Source: an optimization exercise on an open RTL-to-GDS flow (aim: small area, a short achievable clock period and few clock cycles per item). Production flows keep margins and buffers that such runs may drop.
Only simulation tests tie the RTL to the original design; equivalence was not proved.

Setup of alpha:
// flex_bch
module flex_bch (
    input  wire        clk,
    input  wire        rst,
    input  wire        in_valid,
    output wire        in_ready,
    input  wire        in_op,
    input  wire [31:0] in_word,
    output wire        out_valid,
    input  wire        out_ready,
    output wire [31:0] out_word,
    output wire        out_ok,
    output wire [1:0]  out_nfix
);
    wire [4:0] s1, s3;
    wire [9:0] e;            
    wire xn31 = in_word[4] ^ in_word[15];
    wire xn32 = in_word[22] ^ in_word[25];
    wire xn33 = in_word[6] ^ in_word[14];
    wire xn34 = in_word[2] ^ in_word[11];
    wire xn35 = in_word[16] ^ in_word[17];
    wire xn36 = in_word[5] ^ in_word[7];
    wire xn37 = in_word[21] ^ in_word[24];
    wire xn38 = in_word[3] ^ in_word[12];
    wire xn39 = xn31 ^ xn34;
    wire xn40 = in_word[8] ^ in_word[23];
    wire xn41 = in_word[1] ^ in_word[27];
    wire xn42 = in_word[0] ^ in_word[26];
    wire xn43 = in_word[13] ^ in_word[19];
    wire xn44 = in_word[10] ^ in_word[18];
    wire xn45 = xn38 ^ xn43;
    wire xn46 = xn32 ^ xn36;
    wire xn47 = xn35 ^ xn44;
    wire xn48 = xn33 ^ xn37;
    wire xn49 = in_word[14] ^ in_word[16];
    wire xn50 = in_word[9] ^ in_word[20];
    wire xn51 = in_word[5] ^ in_word[21];
    wire xn52 = in_word[1] ^ in_word[30];
    wire xn53 = xn31 ^ xn51;
  ...
For scale: roughly 620 cells after synthesis, roughly 74 I/O pins, roughly 0.0053 mm2 of cells after synthesis.
clock: 8.0 ns
lec_check: 0
cap_margin: 20
core_margin: 2
core_utilization: 50
cts_buf_list: sky130_fd_sc_hd__clkbuf_4 sky130_fd_sc_hd__clkbuf_8
place_density: 0.8
setup_slack_margin: 3.5
slew_margin: 20
standard.sh (not shown) runs the stock make flow with config.mk's settings and CLKGATE_MAP_FILE= SYNTH_SCRIPT=/design/flow/synth_recipe.tcl, a recipe that flattens the netlist after the stock synthesis.
==> flow/flow/run.sh <==
#!/bin/bash
# Layout: the standard flow (ORFS synthesis, floorplan, power grid, place, CTS,
# route) with two changes:
#  - the half/full adder cells and the 3-input XOR/XNOR cells are added to the
#    platform's don't-use list, so Yosys's adder extraction leaves the XOR logic to
#    ABC, which maps it into faster 2-input gates;
#  - the port buffers are buf_2 cells instead of the delay cells buffer_ports picks.
# Registers are untouched: same names and cell types as the standard synthesis.
# ORFS writes each step's log to orfs/logs/; make's output goes to standard.log.
set -euo pipefail
export BUFFER_PORTS_ARGS="-buffer_cell sky130_fd_sc_hd__buf_2"
PLATFORM_DONT_USE=$(make -s -C "$FLOW_HOME" DESIGN_CONFIG="$PWD/config.mk" WORK_HOME="$PWD/orfs_q" print-DONT_USE_CELLS 2>/dev/null | sed -n 's/^DONT_USE_CELLS *: *//p')
rm -rf orfs_q
EXTRA=""
for c in ha_1 ha_2 ha_4 fa_1 fa_2 fa_4 xor3_1 xor3_2 xor3_4 xnor3_1 xnor3_2 xnor3_4; do
  EXTRA="$EXTRA sky130_fd_sc_hd__$c"
done
echo "DONT_USE_CELLS=$PLATFORM_DONT_USE$EXTRA" > dont_use.log
bash standard.sh "DONT_USE_CELLS=$PLATFORM_DONT_USE$EXTRA" finish > standard.log 2>&1
Testbench counts of alpha, summed over its fixed seeds: cycles 4,808, items 4,800.
The following lists how beta was set up differently from alpha:
--- a/flow/config.mk
+++ b/flow/config.mk
@@ -9,6 +9,6 @@
 export CORE_MARGIN = 2
-export CORE_UTILIZATION = 50
+export CORE_UTILIZATION = 40
 export CTS_BUF_LIST = sky130_fd_sc_hd__clkbuf_4 sky130_fd_sc_hd__clkbuf_8
-export PLACE_DENSITY = 0.8
-export SETUP_SLACK_MARGIN = 3.5
+export PLACE_DENSITY = 0.6
+export SETUP_SLACK_MARGIN = 3.7
 export SLEW_MARGIN = 20
==> run notes <==
- As of beta, HPWL reported at the end of detailed placement had risen by a few percent compared to alpha.
- Delta (beta minus alpha): fraction of standard cell area that is sequential moved down; placement-stage worst setup slack decreased 0.21 ns.
- Share of the cycle needed by the critical path after routing, beta and alpha, lower one = beta.
- Between beta and alpha, it is beta whose arrival time at the worst endpoint is lower, by 0.16 ns.
- Clock skew after layout of alpha is on par with beta.
## Diff of input files: gamma against beta
--- a/flow/config.mk
+++ b/flow/config.mk
@@ -9,5 +9,5 @@
 export CORE_MARGIN = 2
-export CORE_UTILIZATION = 40
+export CORE_UTILIZATION = 50
 export CTS_BUF_LIST = sky130_fd_sc_hd__clkbuf_4 sky130_fd_sc_hd__clkbuf_8
-export PLACE_DENSITY = 0.6
+export PLACE_DENSITY = 0.7
 export SETUP_SLACK_MARGIN = 3.7
### Flow results
- Relative to beta, share of layout cells above drive strength 1 has decreased by 2.8 points in gamma.
- Die outline height (beta / gamma): 1.11
- Inserted tap cell count was higher in beta than in gamma.
- Looking at utilization of the core after routing, gamma sits 9.0 points higher than beta does.
- Cell area (gamma over beta): decrease, 360 um2
- [gamma] smallest setup slack after layout fell 0.021 ns relative to beta

========
== build 96 ==
flex_bch again, from the RTL that the note above started with.
export LEC_CHECK = 0
export CAP_MARGIN = 20
export CORE_MARGIN = 2
export CORE_UTILIZATION = 40
export CTS_BUF_LIST = sky130_fd_sc_hd__clkbuf_4 sky130_fd_sc_hd__clkbuf_8
export PLACE_DENSITY = 0.6
export SETUP_SLACK_MARGIN = 3.5
export SLEW_MARGIN = 20
export TNS_END_PERCENT = 30
create_clock -name core_clock -period 8.0 [get_ports {clk}]
Scripts as last shown in full above: flow/flow/run.sh
Build 96 did not stop at any stage, and its layout met the timing, DRC and antenna checks.
Testbench counts of build 96, summed over its fixed seeds: cycles 4,808, items 4,800.
Here is what was changed in the inputs of build 97 compared with build 96.
Settings: changing PLACE_DENSITY from 0.6 to 0.7; changing CORE_UTILIZATION from 40 to 50; removing TNS_END_PERCENT (formerly 30); changing SETUP_SLACK_MARGIN from 3.5 to 3.3.
### Flow results
Re worst setup slack: build 97 is 140 ps down on build 96.
Relative to build 96, worst slack after detailed placement has decreased by 100 ps in build 97.
Against build 96, build 97 comes in 300 µm lower on first-pass GRT wire length.
What build 93 does differently from build 97 at the input level:
Settings: SETUP_SLACK_MARGIN now 3.5, was 3.3.
Findings:
Build 93 completed end to end with timing, DRC and antenna clean. Build 93 against build 97: fraction of the cycle the final worst path needs down 2.4 points, buffer levels on the longest clock path flat, final critical-path required period shows a reduction of 190 ps, sequential share of layout area climbed 0.30 points. Run comparison: build 93 source of the critical timing path in_word[15]; build 97 source of the critical timing path in_word[21]. In the metrics for build 93 and build 97, the one carrying the lower total buffers and inverters traversed by the critical path is build 97. Setup WNS build 97 -> build 93: better. Going from build 97 to build 93, detailed-placement wirelength estimate shrank by a few percent. Utilization of the core after routing down 0.71 points in build 93 wrt build 97. Build 93 reports a lower number of non-filler instances in the completed layout than build 97 does.

========
flex_bch again, from the RTL that the note above started with.
clock: 8.0 ns
lec_check: 0
cap_margin: 20
core_margin: 2
core_utilization: 50
cts_buf_list: sky130_fd_sc_hd__clkbuf_4 sky130_fd_sc_hd__clkbuf_8
place_density: 0.7
setup_slack_margin: 3.5
slew_margin: 20
==> flow/flow/run.sh <==
#!/bin/bash
# Layout: the standard flow (ORFS synthesis, floorplan, power grid, place, CTS,
# route) with two changes:
#  - the half/full adder cells and the 3-input XOR/XNOR cells are added to the
#    platform's don't-use list, so Yosys's adder extraction leaves the XOR logic to
#    ABC, which maps it into faster 2-input gates;
#  - the port buffers are buf_2 cells instead of the delay cells buffer_ports picks.
# Registers are untouched: same names and cell types as the standard synthesis.
# ORFS writes each step's log to orfs/logs/; make's output goes to standard.log.
set -euo pipefail
export BUFFER_PORTS_ARGS="-inputs -buffer_cell sky130_fd_sc_hd__buf_2"
export POST_GLOBAL_PLACE_TCL="$PWD/flow/post_gpl.tcl"
PLATFORM_DONT_USE=$(make -s -C "$FLOW_HOME" DESIGN_CONFIG="$PWD/config.mk" WORK_HOME="$PWD/orfs_q" print-DONT_USE_CELLS 2>/dev/null | sed -n 's/^DONT_USE_CELLS *: *//p')
rm -rf orfs_q
EXTRA=""
for c in ha_1 ha_2 ha_4 fa_1 fa_2 fa_4 xor3_1 xor3_2 xor3_4 xnor3_1 xnor3_2 xnor3_4; do
  EXTRA="$EXTRA sky130_fd_sc_hd__$c"
done
echo "DONT_USE_CELLS=$PLATFORM_DONT_USE$EXTRA" > dont_use.log
bash standard.sh "DONT_USE_CELLS=$PLATFORM_DONT_USE$EXTRA" finish > standard.log 2>&1
==> flow/flow/post_gpl.tcl <==
# Buffer the output ports with buf_1 cells (the inputs got buf_2 cells from
# global_place.tcl's buffer_ports -inputs call).
log_cmd buffer_ports -outputs -buffer_cell sky130_fd_sc_hd__buf_1
The baseline produced a clean layout.
Testbench counts at the start, summed over its fixed seeds: cycles 4,808, items 4,800.
Change:
--- a/flow/flow/run.sh
+++ b/flow/flow/run.sh
@@ -11,2 +11 @@
-export BUFFER_PORTS_ARGS="-inputs -buffer_cell sky130_fd_sc_hd__buf_2"
-export POST_GLOBAL_PLACE_TCL="$PWD/flow/post_gpl.tcl"
+export BUFFER_PORTS_ARGS="-buffer_cell sky130_fd_sc_hd__buf_2"
Settings changed: CORE_UTILIZATION 50 to 40, PLACE_DENSITY 0.7 to 0.6, SETUP_SLACK_MARGIN 3.5 to 3.2.
removed: flow/flow/post_gpl.tcl
Routed wire length stays flat.
Design area decreases by 2.1%.
Register-to-register slack got worse by 0.04 ns.
Clock-buffer cell count grows by 2.
Hold slack gets better by 0.0075 ns.
Change:
Settings changed: ABC_AREA set to 1, SETUP_SLACK_MARGIN 3.2 to 4.0.
Worst hold slack degrades by 0.19 ns. Global-route usage grows by 0.62 points. First-iteration DRC count grows by 52%. Area after synthesis grows by 24%. Worst setup slack improves by 0.73 ns. Routed wire length grows by 32%. Cell area grows by 25%.
Change:
Settings changed: ABC_AREA 1 to unset, CORE_UTILIZATION 40 to 50, PLACE_DENSITY 0.6 to 0.65, SETUP_SLACK_MARGIN 4.0 to 3.5.
- global-route usage rises by 5.9 points
- critical path depth goes down by 5
- die area decreases by about 34%
- setup slack is worse by 0.56 ns
- cell area fell by 17%
- sequential share of layout area increases by 4.2 points
- flip-flop and latch count is unchanged
- final cell count falls by 40%
- routed wire length is lower by 22%

what the ideal ports hide:
Ports are ideal in the flow. The routed layouts listed here were re-timed in OpenROAD.
Step 1, drivers: a clkbuf_16 drives clk and a buf_2 each remaining input, both assumed.
Step 2, shift: input delay + t, output delay - t, t = (earliest + latest rising clock arrival at the registers) / 2. This alone moves slack from input paths to output paths.
a / b / c = ideal ports / drivers / drivers and shift; a / b = the first two.
run | t, ns | setup WS [ns] | worst setup path at the end | worst data-port slew with drivers (ns)
alpha | 0.333 | 3.491 / 3.498 / 3.165 | input to register | 0.04
beta | 0.331 | 3.708 / 3.720 / 3.389 | input to register | 0.05
gamma | 0.327 | 3.687 / 3.692 / 3.366 | input to register | 0.04
build 96 | 0.328 | 3.507 / 3.517 / 3.189 | input to register | 0.04
build 97 | 0.334 | 3.371 / 3.382 / 3.048 | input to register | 0.03
build 93 | 0.325 | 3.561 / 3.566 / 3.241 | input to register | 0.04
the first run of note 3 | 0.329 | 3.562 / 3.571 / 3.242 | input to register | 0.03
the second run of note 3 | 0.334 | 3.366 / 3.381 / 3.047 | input to register | 0.04
the third run of note 3 | 0.349 | 4.095 / 4.098 / 3.763 | input to register | 0.05
the fourth run of note 3 | 0.332 | 3.533 / 3.543 / 3.212 | input to register | 0.04
After both steps every run listed still meets setup and hold. For the third run of note 3, which loses most, drivers alone change the setup slack by +0.003 ns; drivers and shift together by -0.332 ns.
